Context: an optimization exercise on an open-source flow, tuned for small area and a short achievable clock period. The choices shown serve that exercise and are no tape-out recipe. In this exercise RTL edits were held to simulation tests only and were not proved equivalent to the original.

==> pepper <==
// rlwe_alu
module rlwe_alu (
    input  wire        clk,
    input  wire        rst,         
    input  wire        in_valid,
    input  wire [2:0]  in_op,
    input  wire [31:0] in_a,
    input  wire [31:0] in_b,
    input  wire [31:0] in_c,
    output wire        out_valid,
    output wire [31:0] out_y0,
    output wire [31:0] out_y1
);
==> flow/config.mk <==
export PLATFORM = sky130hd
export DESIGN_NAME = rlwe_alu
export DESIGN_NICKNAME = rlwe_alu
export VERILOG_FILES = /design/flow/design.v
export SDC_FILE = /design/flow/constraint.sdc
export NUM_CORES = 4
export LEC_CHECK = 0
export CAP_MARGIN = 20
export CORE_MARGIN = 2
export CORE_UTILIZATION = 40
export SLEW_MARGIN = 20
export SYNTH_HIERARCHICAL = 1
export SYNTH_MINIMUM_KEEP_SIZE = 0
==> flow/constraint.sdc <==
create_clock -name core_clock -period 26.0 [get_ports {clk}]
set_input_delay 5.2000 -clock core_clock [delete_from_list [all_inputs] [get_ports {clk}]]
set_output_delay 5.2000 -clock core_clock [all_outputs]
set_load 0.01 [all_outputs]
standard.sh (not shown) runs the stock make flow with config.mk's settings and CLKGATE_MAP_FILE= SYNTH_SCRIPT=/design/flow/synth_recipe.tcl, a recipe that flattens the netlist after the stock synthesis.
==> flow/flow/run.sh <==
#!/bin/bash
# The standard layout, with every port buffered by a plain buf_2 instead of
# the delay buffer buffer_ports picks by default.
set -euo pipefail
export BUFFER_PORTS_ARGS="-buffer_cell sky130_fd_sc_hd__buf_2"
bash standard.sh > standard_make.log 2>&1
==> inputs of maple, as changes to pepper <==
Settings changed: CTS_BUF_LIST from default to sky130_fd_sc_hd__clkbuf_4 sky130_fd_sc_hd__clkbuf_8.
==> results.cfg <==
[clock_network]
cts-root-buf = clkbuf_16

[detailed_routing]
dr.pass1.iters = 5

[run_status]
status = timing/DRC/antenna clean

[cells_and_area]
clkCellAreaFrac_pct = 3.87
diodes = 0
final_nets = 4515

[grt]
grt.met3_usage_pct = 2.97

[timing]
hold_slack_ns = 0.365
the above is filed under pepper

==> results.cfg <==
[detailed_routing]
dr.pass1.iters = 6

[worst_hold_path]
hp-class = register to register

[grt]
grt.met3_usage_pct = 3.02

[run_status]
status = timing/DRC/antenna clean

[clock_network]
cts-root-buf = clkbuf_8

[timing]
hold_slack_ns = 0.369

[cells_and_area]
regArea_sq_mm = 0.00739
diodes = 3
the above is filed under maple


* * *

==> run Z <==
rlwe_alu, a different RTL version from the one above (not shown whole).
Settings: LEC_CHECK=0, CAP_MARGIN=20, CORE_MARGIN=2, CORE_UTILIZATION=40, SLEW_MARGIN=20, SYNTH_HIERARCHICAL=1, SYNTH_MINIMUM_KEEP_SIZE=0; clock period 26.0 ns.
Scripts as last shown in full above: flow/flow/run.sh
==> run X (differences from run Z) <==
--- a/flow/design.v
+++ b/flow/design.v
@@ -2333,17 +2333,12 @@
     rlwe_g u_k1470_29 (.gh(n1502), .ph(n1501), .gl(k1470_16g), .g(k1470_29g));
     wire [17:0] t1 = {n1503 ^ k1470_29g, n1501 ^ k1470_16g, n1499 ^ k1470_28g, n1497 ^ k1470_20g, n1495 ^ k1470_27g, n1493 ^ k1470_17g, n1491 ^ k1470_26g, n1489 ^ k1470_19g, n1487 ^ k1470_25g, n1485 ^ k1470_14g, n1483 ^ k1470_24g, n1481 ^ k1470_18g, n1479 ^ k1470_23g, n1477 ^ k1470_10g, n1475 ^ k1470_22g, n1473 ^ k1470_1g, n1471 ^ 1'b0, n1434};
     reg v4;
     always @(posedge clk) v4 <= rst ? 1'b0 : v3;
     wire smul3 = op3 == 3'd1;
-    wire [4:0] sel3 = {op3 == 3'd1,
-                       op3 == 3'd5 || op3 == 3'd6,
-                       op3 == 3'd4,
-                       op3 == 3'd0 || op3 == 3'd5 || op3 == 3'd6,
-                       op3 == 3'd2 || op3 == 3'd3 || op3 == 3'd4};
-    reg  [4:0] sel4;
-    always @(posedge clk) sel4 <= sel3;
+    reg  [2:0] op4;
+    always @(posedge clk) op4 <= op3;
     reg  [17:0] t04;
     always @(posedge clk) t04 <= smul3 ? {2'd0, p3[15:0]} : t0;
     reg  [17:0] t14;
     always @(posedge clk) t14 <= smul3 ? {2'd0, p3[31:16]} : t1;
     wire [13:0] y0c_s_t =
@@ -2700,14 +2695,29 @@
     wire k1584_25g;
     rlwe_g u_k1584_25 (.gh(n1608), .ph(n1607), .gl(k1584_16g), .g(k1584_25g));
     wire k1584_26g = (~y1c_s[14] & k1584_19g);
     wire [15:0] y1c_d = {~y1c_s[14] ^ k1584_26g, ~y1c_s[14] ^ k1584_19g, y1c_s[13] ^ k1584_25g, n1607 ^ k1584_16g, n1605 ^ k1584_24g, n1603 ^ k1584_18g, n1601 ^ k1584_23g, n1599 ^ k1584_13g, n1597 ^ k1584_22g, n1595 ^ k1584_17g, n1593 ^ k1584_21g, n1591 ^ k1584_9g, n1589 ^ k1584_20g, n1587 ^ k1584_1g, n1585 ^ 1'b0, ~y1c_s[0]};
     wire [13:0] y1c = y1c_d[15] ? y1c_s[13:0] : y1c_d[13:0];
-    wire [13:0] y0r = ({14{sel4[0]}} & y0c) | ({14{sel4[1]}} & y1c);
-    wire [13:0] y1r = ({14{sel4[2]}} & y1c) | ({14{sel4[3]}} & y0c);
-    wire [31:0] y0m = sel4[4] ? {t14[15:0], t04[15:0]} : {18'd0, y0r};
-    wire [31:0] y1m = {18'd0, y1r};
+    reg [31:0] y0m, y1m;
+    always @(*) begin
+        y0m = 32'd0;
+        y1m = 32'd0;
+        case (op4)
+            3'd0:       y0m = {18'd0, y1c};
+            3'd1:       y0m = {t14[15:0], t04[15:0]};
+            3'd2, 3'd3: y0m = {18'd0, y0c};
+            3'd4: begin
+                y0m = {18'd0, y0c};
+                y1m = {18'd0, y1c};
+            end
+            3'd5, 3'd6: begin
+                y0m = {18'd0, y1c};
+                y1m = {18'd0, y0c};
+            end
+            default: ;
+        endcase
+    end
     reg v5;
     always @(posedge clk) v5 <= rst ? 1'b0 : v4;
     reg  [31:0] y05;
     always @(posedge clk) y05 <= y0m;
     reg  [31:0] y15;
Settings changed: CORE_UTILIZATION 40 to 60.
==> comparison table <==
Cell count after placement: run Z 4,609; run X 4,313
Global placer's final weighted congestion: run Z 0.883; run X 0.980
Final worst-path cycle share: run Z 24.3%; run X 24.3%
Met1 Use GR: run Z 26.2%; run X 40.7%
Post-synthesis to final-layout area growth: run Z 8.81%; run X 7.15%
Share of the yosys chip area belonging to registers: run Z 20.0%; run X 19.6%
Worst setup path endpoint: run Z out_y0[15]; run X out_y0[3]
Met3 wire len: run Z 5180 µm; run X 6590 µm
Synth Area in XOR/XNOR: run Z 10.5%; run X 10.3%
Number of global-route vias before repair: run Z 26,300; run X 28,000
Overall Global Routing Usage: run Z 20.5%; run X 31.6%
Relative slew margins: run Z 25.5%; run X 28.7%
Achievable clock frequency: run Z 0.159 GHz; run X 0.159 GHz
Reg2Reg Depth: run Z 19; run X 18
Status: run Z timing/DRC/antenna clean; run X timing/DRC/antenna clean

* * *

==> inputs of branch fjord <==
RTL: one of the versions met above, not the one the previous note started from.
==> flow/config.mk <==
export PLATFORM = sky130hd
export DESIGN_NAME = rlwe_alu
export DESIGN_NICKNAME = rlwe_alu
export VERILOG_FILES = /design/flow/design.v
export SDC_FILE = /design/flow/constraint.sdc
export NUM_CORES = 4
export LEC_CHECK = 0
export CAP_MARGIN = 20
export CORE_MARGIN = 2
export CORE_UTILIZATION = 40
export SLEW_MARGIN = 20
export SYNTH_HIERARCHICAL = 1
export SYNTH_MINIMUM_KEEP_SIZE = 0
==> flow/constraint.sdc <==
create_clock -name core_clock -period 26.0 [get_ports {clk}]
set_input_delay 5.2000 -clock core_clock [delete_from_list [all_inputs] [get_ports {clk}]]
set_output_delay 5.2000 -clock core_clock [all_outputs]
set_load 0.01 [all_outputs]
Scripts as last shown in full above: flow/flow/run.sh
==> branch harbor: changes against branch fjord <==
CTS_CLUSTER_DIAMETER = 80   (was default)
CTS_CLUSTER_SIZE = 35   (was default)
==> results list <==
- Using the TritonRoute via totals, the vias-per-cell ratio works out to about 5.3.
* First-pass GRT wire length: ~150 mm
* Clock slew seen by the registers of the worst setup and hold paths: approximately 100 ps
* Via count of the first global-routing pass: between 20,000 and 30,000
* Vias: 25,310
- Outcome: finished clean
- Period Utilization, post-route: about a quarter
- After the first detailed-routing iteration, the DRC count stood at roughly 1,800.
- Measured on the finished design, the core utilization comes to 43.46%.
- In the final layout, flip-flops and latches take up 18.17% of the cell area.
- Max frequency: 0.1578 GHz
- Fraction of met3 tracks used by global routing: between 2 and 3%
-- figures above: branch harbor

==> results list <==
* Outcome: finished clean
* Count of routing violations after the opening detailed-route iteration: around 1,700
* Fraction of met3 tracks used by global routing: about 2.8%
- First-pass GRT wire length: 151.1 mm
- Vias: about 26,000
- After clock tree synthesis, the clock-pin slew on the worst setup and hold paths is about 60 ps.
* Via count of the first global-routing pass: roughly 27,000
* Period Utilization, post-route: about a quarter
-- figures above: branch fjord


* * *

==> job 2453 <==
RTL: one of the versions met above, not the one the previous note started from.
// rlwe_alu
module rlwe_alu (
    input  wire        clk,
    input  wire        rst,         
    input  wire        in_valid,
    input  wire [2:0]  in_op,
    input  wire [31:0] in_a,
    input  wire [31:0] in_b,
    input  wire [31:0] in_c,
    output wire        out_valid,
    output wire [31:0] out_y0,
    output wire [31:0] out_y1
);
    reg v0;
    always @(posedge clk) v0 <= rst ? 1'b0 : in_valid;
    reg  [2:0] op0;
    always @(posedge clk) op0 <= in_op;
    reg  [31:0] a0;
    always @(posedge clk) a0 <= in_a;
    reg  [31:0] b0;
    always @(posedge clk) b0 <= in_b;
    reg  [31:0] c0;
    always @(posedge clk) c0 <= in_c;
    wire n1, n2;
    rlwe_fa u_n1 (.a(a0[0]), .b(~a0[14]), .c(~a0[16]), .s(n1), .co(n2));
    wire n3, n4;
    rlwe_fa u_n3 (.a(~a0[18]), .b(~a0[20]), .c(~a0[22]), .s(n3), .co(n4));
    wire n5, n6;
    rlwe_fa u_n5 (.a(a0[23]), .b(~a0[24]), .c(~a0[26]), .s(n5), .co(n6));
    wire n7, n8;
    rlwe_fa u_n7 (.a(a0[29]), .b(n1), .c(n3), .s(n7), .co(n8));
    wire n9, n10;
    rlwe_fa u_n9 (.a(a0[1]), .b(~a0[15]), .c(~a0[17]), .s(n9), .co(n10));
    wire n11, n12;
    rlwe_fa u_n11 (.a(~a0[19]), .b(~a0[21]), .c(~a0[25]), .s(n11), .co(n12));
    wire n13, n14;
    rlwe_fa u_n13 (.a(~a0[27]), .b(a0[30]), .c(n2), .s(n13), .co(n14));
    wire n15, n16;
    rlwe_fa u_n15 (.a(n4), .b(n6), .c(n9), .s(n15), .co(n16));
    wire n17, n18;
    rlwe_fa u_n17 (.a(n11), .b(n8), .c(n13), .s(n17), .co(n18));
  ...
==> flow/config.mk <==
export PLATFORM = sky130hd
export DESIGN_NAME = rlwe_alu
export DESIGN_NICKNAME = rlwe_alu
export VERILOG_FILES = /design/flow/design.v
export SDC_FILE = /design/flow/constraint.sdc
export NUM_CORES = 4
export LEC_CHECK = 0
export CAP_MARGIN = 20
export CORE_MARGIN = 2
export CORE_UTILIZATION = 40
export CTS_BUF_LIST = sky130_fd_sc_hd__clkbuf_8
export SLEW_MARGIN = 20
export SYNTH_HIERARCHICAL = 1
export SYNTH_MINIMUM_KEEP_SIZE = 0
==> flow/constraint.sdc <==
create_clock -name core_clock -period 26.0 [get_ports {clk}]
set_input_delay 5.2000 -clock core_clock [delete_from_list [all_inputs] [get_ports {clk}]]
set_output_delay 5.2000 -clock core_clock [all_outputs]
set_load 0.01 [all_outputs]
Scripts as last shown in full above: flow/flow/run.sh
==> inputs of job 2403, as changes to job 2453 <==
Settings changed: CTS_BUF_LIST sky130_fd_sc_hd__clkbuf_8 to default, CTS_CLUSTER_DIAMETER from default to 100, CTS_CLUSTER_SIZE from default to 50.
==> summary.txt <==
                                                            job 2453        job 2403
Total clock buffers created by CTS                                69              25
Final-layout worst hold slack                                 369 ps          360 ps
Met2 demand-to-capacity share in global routing                35.6%           35.4%
Antenna cells                                                      2               0
R2R Setup Slk                                               20080 ps        20060 ps
Routed wire length on met2                                   46.4 mm         46.1 mm
Launch point of the critical path                    y05[26]$_DFF_P_   v5$_SDFF_PP0_
Fraction of standard cell area in multi-input logic            69.7%           70.7%
Status                                                finished clean  finished clean

* * *

==> run G: inputs <==
rlwe_alu with an RTL version that a note above also has.
Settings: LEC_CHECK=0, CAP_MARGIN=20, CORE_MARGIN=2, CORE_UTILIZATION=40, CTS_CLUSTER_DIAMETER=70, CTS_CLUSTER_SIZE=30, SLEW_MARGIN=20, SYNTH_HIERARCHICAL=1, SYNTH_MINIMUM_KEEP_SIZE=0; clock period 26.0 ns.
Scripts as last shown in full above: flow/flow/run.sh
==> run P: changes against run G <==
--- a/flow/design.v
+++ b/flow/design.v
@@ -2331,21 +2331,16 @@
     rlwe_g u_k1470_28 (.gh(n1498), .ph(n1497), .gl(k1470_20g), .g(k1470_28g));
     wire k1470_29g;
     rlwe_g u_k1470_29 (.gh(n1502), .ph(n1501), .gl(k1470_16g), .g(k1470_29g));
     wire [17:0] t1 = {n1503 ^ k1470_29g, n1501 ^ k1470_16g, n1499 ^ k1470_28g, n1497 ^ k1470_20g, n1495 ^ k1470_27g, n1493 ^ k1470_17g, n1491 ^ k1470_26g, n1489 ^ k1470_19g, n1487 ^ k1470_25g, n1485 ^ k1470_14g, n1483 ^ k1470_24g, n1481 ^ k1470_18g, n1479 ^ k1470_23g, n1477 ^ k1470_10g, n1475 ^ k1470_22g, n1473 ^ k1470_1g, n1471 ^ 1'b0, n1434};
     reg v4;
     always @(posedge clk) v4 <= rst ? 1'b0 : v3;
     wire smul3 = op3 == 3'd1;
-    wire [4:0] sel3 = {op3 == 3'd1,
-                       op3 == 3'd5 || op3 == 3'd6,
-                       op3 == 3'd4,
-                       op3 == 3'd0 || op3 == 3'd5 || op3 == 3'd6,
-                       op3 == 3'd2 || op3 == 3'd3 || op3 == 3'd4};
-    reg  [4:0] sel4;
-    always @(posedge clk) sel4 <= sel3;
+    reg  [2:0] op4;
+    always @(posedge clk) op4 <= op3;
     reg  [17:0] t04;
     always @(posedge clk) t04 <= smul3 ? {2'd0, p3[15:0]} : t0;
     reg  [17:0] t14;
     always @(posedge clk) t14 <= smul3 ? {2'd0, p3[31:16]} : t1;
     wire [13:0] y0c_s_t =
         ({14{t04[17:13] == 5'd1}} & 14'd8192) |
         ({14{t04[17:13] == 5'd2}} & 14'd4095) |
@@ -2698,18 +2693,33 @@
     wire k1584_24g;
     rlwe_g u_k1584_24 (.gh(n1604), .ph(n1603), .gl(k1584_18g), .g(k1584_24g));
     wire k1584_25g;
     rlwe_g u_k1584_25 (.gh(n1608), .ph(n1607), .gl(k1584_16g), .g(k1584_25g));
     wire k1584_26g = (~y1c_s[14] & k1584_19g);
     wire [15:0] y1c_d = {~y1c_s[14] ^ k1584_26g, ~y1c_s[14] ^ k1584_19g, y1c_s[13] ^ k1584_25g, n1607 ^ k1584_16g, n1605 ^ k1584_24g, n1603 ^ k1584_18g, n1601 ^ k1584_23g, n1599 ^ k1584_13g, n1597 ^ k1584_22g, n1595 ^ k1584_17g, n1593 ^ k1584_21g, n1591 ^ k1584_9g, n1589 ^ k1584_20g, n1587 ^ k1584_1g, n1585 ^ 1'b0, ~y1c_s[0]};
     wire [13:0] y1c = y1c_d[15] ? y1c_s[13:0] : y1c_d[13:0];
-    wire [13:0] y0r = ({14{sel4[0]}} & y0c) | ({14{sel4[1]}} & y1c);
-    wire [13:0] y1r = ({14{sel4[2]}} & y1c) | ({14{sel4[3]}} & y0c);
-    wire [31:0] y0m = sel4[4] ? {t14[15:0], t04[15:0]} : {18'd0, y0r};
-    wire [31:0] y1m = {18'd0, y1r};
+    reg [31:0] y0m, y1m;
+    always @(*) begin
+        y0m = 32'd0;
+        y1m = 32'd0;
+        case (op4)
+            3'd0:       y0m = {18'd0, y1c};
+            3'd1:       y0m = {t14[15:0], t04[15:0]};
+            3'd2, 3'd3: y0m = {18'd0, y0c};
+            3'd4: begin
+                y0m = {18'd0, y0c};
+                y1m = {18'd0, y1c};
+            end
+            3'd5, 3'd6: begin
+                y0m = {18'd0, y1c};
+                y1m = {18'd0, y0c};
+            end
+            default: ;
+        endcase
+    end
     reg v5;
     always @(posedge clk) v5 <= rst ? 1'b0 : v4;
     reg  [31:0] y05;
     always @(posedge clk) y05 <= y0m;
     reg  [31:0] y15;
     always @(posedge clk) y15 <= y1m;
     assign out_valid = v5;
==> flow/config.mk (replaced) <==
export PLATFORM = sky130hd
export DESIGN_NAME = rlwe_alu
export DESIGN_NICKNAME = rlwe_alu
export VERILOG_FILES = /design/flow/design.v
export SDC_FILE = /design/flow/constraint.sdc
export NUM_CORES = 4
export LEC_CHECK = 0
export CAP_MARGIN = 20
export CORE_MARGIN = 2
export CORE_UTILIZATION = 40
export CTS_CLUSTER_DIAMETER = 90
export CTS_CLUSTER_SIZE = 40
export SLEW_MARGIN = 20
export SYNTH_HIERARCHICAL = 1
export SYNTH_MINIMUM_KEEP_SIZE = 0
==> comparison <==
- Run P went through all stages and came out clean. Run G passed the timing, design-rule and antenna checks.
- Against run P, the worst setup slack of run G is higher by 0.047 ns.
- Sequential share of layout area: run G is higher than run P (0.33 points).
- Against run G, the hold slack of run P is better by 0.014 ns.
- Cell count: run P is larger than run G (about 1.7%).
- Of run P and run G, run P has the higher first-iteration DRC count (gap about 3.3%, measured against run G).
- In critical path depth, run G and run P do not differ.
- Of run P and run G, run G has the higher fmax (gap about 0.7%, measured against run G).

-- re-timing with driven ports --
The results above use ideal ports. As a check the final layouts listed here were re-extracted and re-timed, cells and wires unchanged. Step 1, drivers: a clkbuf_16 drives clk and a buf_2 each remaining input, both assumed. Step 2 moves the port delays by t, midway between the first and last clock arrival at a register: inputs arrive t later, outputs are due t later. That takes back most of the time a late clock gives input paths. a / b / c = no drivers / after step 1 / after step 2; a / b = the first two.
run | t, ns | slack for setup (ns) | hold WS [ns] | latest minus earliest clock arrival (ns) | pins driven straight from the clock port
pepper | 0.683 | 19.755 / 19.687 / 20.094 | 0.365 / 0.365 / 0.365 | 0.043 / 0.043 | 1
maple | 0.760 | 19.687 / 19.620 / 20.098 | 0.369 / 0.369 / 0.369 | 0.056 / 0.056 | 1
run Z | 0.661 | 19.693 / 19.627 / 19.970 | 0.367 / 0.367 / 0.367 | 0.018 / 0.019 | 1
run X | 0.629 | 19.691 / 19.630 / 19.790 | 0.396 / 0.396 / 0.396 | 0.038 / 0.038 | 1
branch fjord | 0.682 | 19.709 / 19.644 / 19.795 | 0.360 / 0.360 / 0.360 | 0.075 / 0.075 | 1
branch harbor | 0.707 | 19.662 / 19.601 / 19.776 | 0.369 / 0.369 / 0.369 | 0.050 / 0.049 | 1
job 2453 | 0.761 | 19.686 / 19.618 / 20.083 | 0.369 / 0.369 / 0.369 | 0.056 / 0.056 | 1
job 2403 | 0.684 | 19.738 / 19.675 / 20.057 | 0.360 / 0.360 / 0.360 | 0.059 / 0.060 | 1
run G | 0.635 | 19.693 / 19.627 / 19.985 | 0.361 / 0.361 / 0.361 | 0.046 / 0.045 | 1
run P | 0.701 | 19.646 / 19.586 / 19.749 | 0.375 / 0.375 / 0.375 | 0.079 / 0.078 | 1
After both steps setup and hold are still met in every run listed.
